Background: an optimization exercise with open tools, aiming at a short achievable clock period and few clock cycles. Do not read the settings as production practice.
At most, simulation tests tie the RTL to the original design; equivalence was not proved.
Power and IR drop assume default switching activity.

// bv_decoder
module bv_decoder (
    input  wire        clk,
    input  wire        rst,
    input  wire [15:0] width,
    input  wire [15:0] height,
    input  wire        in_valid,
    output wire        in_ready,
    input  wire [31:0] in_data,
    output wire        out_valid,
    input  wire        out_ready,
    output wire [1:0]  out_kind,
    output wire [10:0] out_x,
    output wire [10:0] out_y,
    output wire [15:0] out_pat,
    output wire        fault
);
Size in the first run: about 4,000 cells after synthesis, about 750 flip-flops, roughly 110 I/O pins, roughly 42,000 um2 of cells after synthesis.
clock: 8.0 ns
lec_check: 0
abc_clock_period_in_ps: 2500
cap_margin: 20
core_margin: 2
core_utilization: 40
setup_slack_margin: 5
slew_margin: 20
run.sh (not shown) runs the stock make flow with config.mk's settings and CLKGATE_MAP_FILE= SYNTH_SCRIPT=/design/flow/synth_recipe.tcl, a recipe that flattens the netlist after the stock synthesis.
The baseline passed the timing, DRC and antenna checks.
Testbench counts at the start, summed over its fixed seeds: cycles 43,802.
Rerun with:
==> flow/flow/run.sh (new file) <==
#!/bin/bash
# Own layout flow: the standard flow (standard.sh, standard synthesis, same
# floorplan, power grid, placement, CTS and routing steps), with two changes to
# how timing is repaired: the port buffers are plain buffers, and repair may
# resize any cell to a cell of another footprint.
set -euo pipefail
bash standard.sh finish \
    MATCH_CELL_FOOTPRINT=0 \
    "BUFFER_PORTS_ARGS=-buffer_cell sky130_fd_sc_hd__buf_4" \
    > standard.log 2>&1
==> flow/standard.sh (new file) <==
#!/bin/bash
# synth_recipe.tcl (not shown) runs the flow's synth.tcl, then flattens the netlist and writes it again
# the make line also repeats each setting of config.mk as NAME=value (left out here)
make -C /OpenROAD-flow-scripts/flow DESIGN_CONFIG=/design/flow/config.mk WORK_HOME=/design/flow/orfs CLKGATE_MAP_FILE= SYNTH_SCRIPT=/design/flow/synth_recipe.tcl "${@:-finish}"
removed: flow/run.sh
The changed run went through all stages and came out clean.
Synthesized area is unchanged.
Total power goes down by 1.7%.
Setup slack got worse by 0.032 ns.
Final cell count barely changes.

bv_decoder, a different RTL version from the one above (not shown whole).
For scale: roughly 740 flip-flops, about 110 I/O pins, roughly 38000 µm² of cells after synthesis.
Settings: LEC_CHECK=0, ABC_CLOCK_PERIOD_IN_PS=2500, CAP_MARGIN=20, CORE_MARGIN=2, CORE_UTILIZATION=30, SETUP_SLACK_MARGIN=5, SLEW_MARGIN=20; clock period 8.0 ns.
Stock flow here: none of the scripts above is used.
Edit:
==> flow/flow/run.sh (new file) <==
#!/bin/bash
set -euo pipefail
bash standard.sh finish \
    MATCH_CELL_FOOTPRINT=0 \
    "BUFFER_PORTS_ARGS=-buffer_cell sky130_fd_sc_hd__buf_4" \
    SETUP_SLACK_MARGIN=5.6 \
    > standard.log 2>&1
==> flow/standard.sh (new file) <==
#!/bin/bash
# synth_recipe.tcl (not shown) runs the flow's synth.tcl, then flattens the netlist and writes it again
# the make line also repeats each setting of config.mk as NAME=value (left out here)
make -C /OpenROAD-flow-scripts/flow DESIGN_CONFIG=/design/flow/config.mk WORK_HOME=/design/flow/orfs CLKGATE_MAP_FILE= SYNTH_SCRIPT=/design/flow/synth_recipe.tcl "${@:-finish}"
removed: flow/run.sh
Result: Count of clock-buffer cells in the layout fell by 4. Core utilization rose by 4.1 points. Clock skew rose by 0.012 ns. Critical path depth fell by 1. Final area rose by 12%. Synthesized area is unchanged. Die area is unchanged. Via count rose by 8.7%. Cell count rose by 6.3%. Power rose by 4.4%. Flip-flop and latch count stays the same.
Function was not checked in any run of this note: the RTL went through the layout flow alone.

## the reference run
bv_decoder, a different RTL version from the one above (not shown whole).
For scale: about 110 I/O pins, roughly 34000 µm² of cells after synthesis.
## bv_decoder
module bv_decoder (
    input  wire        clk,
    input  wire        rst,
    input  wire [15:0] width,
    input  wire [15:0] height,
    input  wire        in_valid,
    output wire        in_ready,
    input  wire [31:0] in_data,
    output wire        out_valid,
    input  wire        out_ready,
    output wire [1:0]  out_kind,
    output wire [10:0] out_x,
    output wire [10:0] out_y,
    output wire [15:0] out_pat,
    output wire        fault
);
    localparam [1:0] K_PAT   = 2'd0;
    localparam [1:0] K_INDEX = 2'd1;
    localparam [1:0] K_FLIP  = 2'd2;
    localparam [1:0] T_SLOT  = 2'd0;
    localparam [1:0] T_MOVE  = 2'd1;
    localparam [1:0] T_FLIP  = 2'd2;
    localparam [1:0] T_STEP  = 2'd3;
    localparam integer CAP = 8;      
    function [3:0] low_index;
        input [15:0] m;
        integer i;
        begin
            low_index = 4'd0;
            for (i = 15; i >= 0; i = i - 1)
                if (m[i]) low_index = i[3:0];
        end
    endfunction
    reg  [31:0] iw0, iw1;
    reg         iwp, irp;
    reg  [1:0]  icnt;
    reg         in_ready_r;
    reg  [95:0] bbuf;        
    reg  [6:0]  bcnt;        
    wire        push = in_valid && in_ready_r;
    wire [31:0] word = irp ? iw1 : iw0;
    wire        app  = (icnt != 2'd0) && (bcnt <= 7'd64);
    assign in_ready = in_ready_r;
    wire [1:0] icnt_next = icnt + {1'b0, push} - {1'b0, app};
  ...
export LEC_CHECK = 0
export ABC_CLOCK_PERIOD_IN_PS = 2500
export CAP_MARGIN = 20
export CORE_MARGIN = 2
export CORE_UTILIZATION = 40
export SETUP_SLACK_MARGIN = 5
export SLEW_MARGIN = 20
create_clock -name core_clock -period 8.0 [get_ports {clk}]
Stock flow here: none of the scripts above is used.
Input-level comparison between the trial run and the reference run:
Settings: removing SETUP_SLACK_MARGIN (formerly 5); removing ABC_CLOCK_PERIOD_IN_PS (formerly 2500).
Results
- Final setup slack of the worst path for the trial run is lower than for the reference run.
- Compared with the reference run, the trial run shows a lower power density over the cells.
- For the power consumption, the trial run came in 7.4 mW lower than the reference run did.
- Comparing the trial run and the reference run, the lower final area is on the trial run.
- Looking at master of the slowest instance on the critical path, the sky130_fd_sc_hd__o31ai_1 result is from the trial run; the sky130_fd_sc_hd__or4_4 one comes from the reference run.
Function was not checked in any run of this note: the RTL went through the layout flow alone.

Setup of run 2:
Another version of the RTL of bv_decoder (not shown whole).
Size in the first run: roughly 6000 cells after synthesis, roughly 880 flip-flops, roughly 110 I/O pins, ~52000 µm² of cells after synthesis.
Settings: LEC_CHECK=0, ABC_CLOCK_PERIOD_IN_PS=2500, CAP_MARGIN=20, CORE_MARGIN=2, CORE_UTILIZATION=30, SETUP_SLACK_MARGIN=5, SLEW_MARGIN=20; clock period 8.0 ns.
Testbench counts of run 2, summed over its fixed seeds: cycles 43,834.
#### Input delta (run 3 over run 2)
==> flow/flow/run.sh (new file) <==
#!/bin/bash
set -euo pipefail
bash standard.sh finish \
    MATCH_CELL_FOOTPRINT=0 \
    "BUFFER_PORTS_ARGS=-buffer_cell sky130_fd_sc_hd__buf_4" \
    SETUP_SLACK_MARGIN=5.6 \
    > standard.log 2>&1
==> flow/standard.sh (new file) <==
#!/bin/bash
# synth_recipe.tcl (not shown) runs the flow's synth.tcl, then flattens the netlist and writes it again
# the make line also repeats each setting of config.mk as NAME=value (left out here)
make -C /OpenROAD-flow-scripts/flow DESIGN_CONFIG=/design/flow/config.mk WORK_HOME=/design/flow/orfs CLKGATE_MAP_FILE= SYNTH_SCRIPT=/design/flow/synth_recipe.tcl "${@:-finish}"
removed: flow/run.sh
==> results.txt <==
- Run 3 against run 2: minimum hold slack down 0.0060 ns; TritonCTS buffer count up 1.0%; peak clock frequency supported by timing up 11%; static power due to leakage up 2.0 nW; design area up 4900 µm².
- Combinational power grows by more than a quarter when moving from run 2 to run 3.
- The critical path depth in cells in run 3 was higher than what run 2 gave.
- Per the comparison of run 3 with run 2, worst slew margin relative to its limit picked up an extra 3.8 points; non-clock buffer count now sits higher.

static timing again, ports no longer ideal:
How much do the figures lean on ideal ports? The routed layouts below were timed once more, with nothing changed but the port constraints.
Step 1 (the two cells are an assumption about what drives the block):
set clk [get_ports {clk}]
set_driving_cell -lib_cell sky130_fd_sc_hd__clkbuf_16 $clk
set_driving_cell -lib_cell sky130_fd_sc_hd__buf_2 [delete_from_list [all_inputs] $clk]
Step 2 times the ports against the registers' clock, not the clock port: input delays grow and output delays shrink by t, the midpoint of the rising clock arrivals with the driver on.
a / b / c = no drivers / after step 1 / after step 2; a / b = the first two.
| run | shift t [ns] | setup slack, ns | hold WS [ns] | latest minus earliest clock arrival (ns) |
|---|---|---|---|---|
| the first run of note 1 | 0.764 | 5.040 / 4.969 / 4.408 | 0.455 / 0.455 / 0.455 | 0.046 / 0.046 |
| the second run of note 1 | 0.746 | 5.008 / 5.008 / 4.464 | 0.453 / 0.453 / 0.453 | 0.038 / 0.038 |
| the first run of note 2 | 0.749 | 4.994 / 4.963 / 4.358 | 0.477 / 0.477 / 0.477 | 0.027 / 0.028 |
| the second run of note 2 | 0.746 | 5.090 / 5.033 / 5.011 | 0.463 / 0.463 / 0.463 | 0.041 / 0.041 |
| the reference run | 0.721 | 4.084 / 4.084 / 3.594 | 0.457 / 0.457 / 0.457 | 0.048 / 0.048 |
| the trial run | 0.713 | 2.998 / 2.998 / 2.998 | 0.425 / 0.425 / 0.425 | 0.048 / 0.048 |
| run 2 | 0.810 | 4.864 / 4.864 / 4.273 | 0.451 / 0.451 / 0.451 | 0.064 / 0.064 |
| run 3 | 0.823 | 5.167 / 5.092 / 4.824 | 0.445 / 0.445 / 0.445 | 0.069 / 0.069 |
After both steps setup and hold are still met in every run listed. The setup slack of the first run of note 2, which loses most, moves by -0.031 ns with the drivers and by -0.636 ns with both steps.
